Background: an optimization exercise with open tools, aiming at small area, a short achievable clock period and few clock cycles per item. Do not read the settings as production practice.
In this exercise RTL edits were held to simulation tests only and were not proved equivalent to the original.

Design pck_cost, start of the top module:
module pck_cost (
    input  wire         clk,
    input  wire         rst,         
    input  wire         in_valid,
    output wire         in_ready,
    input  wire [2:0]   in_op,       
    input  wire [127:0] in_src,      
    input  wire [127:0] in_ref,
    output wire         out_valid,
    input  wire         out_ready,
    output wire [16:0]  out_cost
);
    localparam QD = 8;       
    localparam BD = QD - 1;  
    localparam P4 = 9;       
    localparam P2 = 14;      
    localparam P1 = 17;      
    localparam PO = 18;      
    genvar g;
    integer k;
    reg         rdy_r, rdy_o;
    reg         r_v;
    reg [2:0]   r_op;
    reg [127:0] r_src, r_ref;
    assign in_ready = rdy_o;
    wire   in_fire  = in_valid && rdy_r;
    always @(posedge clk) begin
        r_src <= in_src;
        r_ref <= in_ref;
        r_op  <= in_op;
        r_v   <= !rst && in_fire;
    end
    reg  [3:0] row;
    reg  [1:0] m_sz;         
    reg        m_satd;
    reg  [1:0] op_sz;
    reg        op_satd;
    always @(*) begin
        case (r_op)
            3'd1:    begin op_sz = 2'd0; op_satd = 1'b0; end
            3'd2:    begin op_sz = 2'd1; op_satd = 1'b0; end
            3'd3:    begin op_sz = 2'd2; op_satd = 1'b0; end
            3'd4:    begin op_sz = 2'd0; op_satd = 1'b1; end
            3'd5:    begin op_sz = 2'd1; op_satd = 1'b1; end
            default: begin op_sz = 2'd2; op_satd = 1'b1; end
        endcase
    end
    wire       first   = (row == 4'd0);
  ...
==> flow/config.mk <==
export PLATFORM = sky130hd
export DESIGN_NAME = pck_cost
export DESIGN_NICKNAME = pck_cost
export VERILOG_FILES = /design/flow/design.v
export SDC_FILE = /design/flow/constraint.sdc
export NUM_CORES = 4
export LEC_CHECK = 0
export CAP_MARGIN = 20
export CORE_MARGIN = 2
export CORE_UTILIZATION = 55
export CTS_CLUSTER_DIAMETER = 100
export CTS_CLUSTER_SIZE = 28
export SLEW_MARGIN = 20
==> flow/constraint.sdc <==
create_clock -name core_clock -period 27.0 [get_ports {clk}]
set_input_delay 5.4000 -clock core_clock [delete_from_list [all_inputs] [get_ports {clk}]]
set_output_delay 5.4000 -clock core_clock [all_outputs]
set_load 0.01 [all_outputs]
run.sh (not shown) runs the stock make flow with config.mk's settings and CLKGATE_MAP_FILE= SYNTH_SCRIPT=/design/flow/synth_recipe.tcl, a recipe that flattens the netlist after the stock synthesis.
Testbench counts at the start, summed over its fixed seeds: cycles 22,668, blocks 2,400.
Then changed:
--- a/flow/design.v
+++ b/flow/design.v
@@ -99,44 +99,42 @@
 endmodule
 module pck_sdf_stage #(
     parameter L   = 8,
     parameter IW  = 9,
     parameter OW  = 10,
     parameter CUT = 1
 ) (
     input  wire             clk,
     input  wire             adv,
     input  wire             comb,
     input  wire [16*IW-1:0] x,       
     input  wire [16*IW-1:0] xf,      
-    input  wire [15:0]      neg,     
-    input  wire             hz,      
     output wire [16*OW-1:0] y
 );
     localparam W = 16*OW;
     reg  [L*W-1:0]   sr;         
     wire [W-1:0]     head = sr[W*(L-1) +: W];
     wire [W-1:0]     push;
     wire [W-1:0]     yc;
     genvar i;
     generate
         for (i = 0; i < 16; i = i + 1) begin : g_ln
             wire [OW-1:0] xe = {{(OW-IW){x[IW*i+IW-1]}}, x[IW*i +: IW]};
             wire [OW-1:0] xs = {{(OW-IW){xf[IW*i+IW-1]}}, xf[IW*i +: IW]};
             wire [OW-1:0] h  = head[OW*i +: OW];
             wire [OW-1:0] sm, df;
             pck_rca #(.W(OW)) u_add (.a(h), .b(xe),  .ci(1'b0), .s(sm), .co());
-            pck_rca #(.W(OW)) u_sub (.a(hz ? {OW{1'b0}} : h), .b(~xe), .ci(1'b1), .s(df), .co());
+            pck_rca #(.W(OW)) u_sub (.a(h), .b(~xe), .ci(1'b1), .s(df), .co());
             assign yc[OW*i +: OW]   = comb ? sm : h;
-            assign push[OW*i +: OW] = (comb || neg[i]) ? df : xs;
+            assign push[OW*i +: OW] = comb ? df : xs;
         end
         if (L == 1) begin : g_one
             always @(posedge clk)
                 if (adv) sr <= push;
         end else begin : g_many
             always @(posedge clk)
                 sr <= {sr[0 +: (L-1)*W], adv ? push : head};
         end
         if (CUT) begin : g_cut
             reg [W-1:0] yr;
             always @(posedge clk)
                 if (adv) yr <= yc;
@@ -201,34 +199,35 @@
     always @(posedge clk) begin
         if (rst) begin
             row    <= 4'd0;
             m_sz   <= 2'd0;
             m_satd <= 1'b0;
         end else if (r_v) begin
             m_sz   <= sz;
             m_satd <= satd;
             row    <= last ? 4'd0 : row + 4'd1;
         end
     end
     wire [16*9-1:0] dd, dv;
-    wire [15:0]     dneg;
     generate
         for (g = 0; g < 16; g = g + 1) begin : g_diff
-            wire [8:0] d1;
+            wire [8:0] d1, d2;
             pck_rca #(.W(9)) u_d1 (.a({1'b0, r_src[8*g +: 8]}), .b(~{1'b0, r_ref[8*g +: 8]}),
                                    .ci(1'b1), .s(d1), .co());
+            pck_rca #(.W(9)) u_d2 (.a({1'b0, r_ref[8*g +: 8]}), .b(~{1'b0, r_src[8*g +: 8]}),
+                                   .ci(1'b1), .s(d2), .co());
+            wire [8:0] a  = (!satd && d1[8]) ? d2 : d1;
             wire       on = (g < 4) ? 1'b1 : (g < 8) ? (sz != 2'd0) : (sz == 2'd2);
             assign dd[9*g +: 9] = d1;
-            assign dv[9*g +: 9] = on ? d1 : 9'd0;
-            assign dneg[g] = on && !satd && d1[8];
+            assign dv[9*g +: 9] = on ? a : 9'd0;
         end
     endgenerate
     wire c8 = r_v && satd && (sz == 2'd2) && row[3];
     wire c4 = r_v && satd && (sz != 2'd0) && row[2];
     wire c2 = r_v && satd && row[1];
     wire c1 = r_v && satd && row[0];
     reg        sdf_mid;      
     reg  [2:0] rot;
     wire adv = (rot == 3'd0) && (r_v || !sdf_mid);
     always @(posedge clk) begin
         if (rst) begin
             sdf_mid <= 1'b0;
@@ -255,31 +254,31 @@
             tl  <= {tl[PO-1:1], last};
             ts  <= {ts[PO-1:1], satd};
             tc4 <= {tc4[P4-1:1], c4};
             tc2 <= {tc2[P2-1:1], c2};
             tc1 <= {tc1[P1-1:1], c1};
         end
     end
     wire [16*10-1:0] s8_y;
     wire [16*11-1:0] s4_y;
     wire [16*12-1:0] s2_y;
     wire [16*13-1:0] s1_y;
     pck_sdf_stage #(.L(8), .IW(9),  .OW(10), .CUT(1)) u_s8 (
-        .clk(clk), .adv(adv), .comb(c8),      .x(dd),   .xf(dv),   .neg(dneg),  .hz(!satd), .y(s8_y));
+        .clk(clk), .adv(adv), .comb(c8),      .x(dd),   .xf(dv),   .y(s8_y));
     pck_sdf_stage #(.L(4), .IW(10), .OW(11), .CUT(1)) u_s4 (
-        .clk(clk), .adv(adv), .comb(tc4[P4]), .x(s8_y), .xf(s8_y), .neg(16'd0), .hz(1'b0), .y(s4_y));
+        .clk(clk), .adv(adv), .comb(tc4[P4]), .x(s8_y), .xf(s8_y), .y(s4_y));
     pck_sdf_stage #(.L(2), .IW(11), .OW(12), .CUT(1)) u_s2 (
-        .clk(clk), .adv(adv), .comb(tc2[P2]), .x(s4_y), .xf(s4_y), .neg(16'd0), .hz(1'b0), .y(s2_y));
+        .clk(clk), .adv(adv), .comb(tc2[P2]), .x(s4_y), .xf(s4_y), .y(s2_y));
     pck_sdf_stage #(.L(1), .IW(12), .OW(13), .CUT(0)) u_s1 (
-        .clk(clk), .adv(adv), .comb(tc1[P1]), .x(s2_y), .xf(s2_y), .neg(16'd0), .hz(1'b0), .y(s1_y));
+        .clk(clk), .adv(adv), .comb(tc1[P1]), .x(s2_y), .xf(s2_y), .y(s1_y));
     reg [16*13-1:0] p1_x;
     reg             p1_v, p1_l, p1_s;
     always @(posedge clk) begin
         p1_x <= s1_y;
         p1_v <= !rst && adv && tv[PO];
         p1_l <= tl[PO];
         p1_s <= ts[PO];
     end
     wire [16*17-1:0] t_row;
     pck_hadamard16 #(.IW(13), .OW(17), .B(8)) u_row_tf (
         .clk (clk),
         .x   (p1_x),
Effect: The new run produced a clean layout. Sequential share of layout area goes down by 0.76 points. Global-route usage goes down by 0.31 points. Final cell count goes up by 2.2%. Via count goes up by about 0.4%. Final area goes up by about 1.6%. Register-to-register slack improved by 0.52 ns. Maximum frequency barely changes. Routed wire length goes down by about 0.35%. Non-clock buffer count goes up by 11. Die area goes up by about 1.7%.
Testbench counts after the change, summed over its fixed seeds: cycles 22,668, blocks 2,400.

## re-timing with driven ports
In the flow no input, the clock included, has a driving cell. The finished layouts below were timed again as built, in two steps. Step 1 (the two cells are an assumption about what drives the block):
set clk [get_ports {clk}]
set_driving_cell -lib_cell sky130_fd_sc_hd__clkbuf_16 $clk
set_driving_cell -lib_cell sky130_fd_sc_hd__buf_2 [delete_from_list [all_inputs] $clk]
Step 2, shift: input delay + t, output delay - t, t = (earliest + latest rising clock arrival at the registers) / 2. This alone moves slack from input paths to output paths. a / b / c = ideal / step 1 / step 2; a / b = the first two.
run	t, ns	setup slack, ns	worst setup path after step 2	clock arrival spread, ns
the first run	1.008	19.776 / 19.675 / 19.617	input to register	0.095 / 0.095
the second run	1.019	19.784 / 19.680 / 19.673	input to register	0.066 / 0.066
After both steps every run listed still meets setup and hold. The setup slack of the first run, which loses most, moves by -0.101 ns with the drivers and by -0.159 ns with both steps.
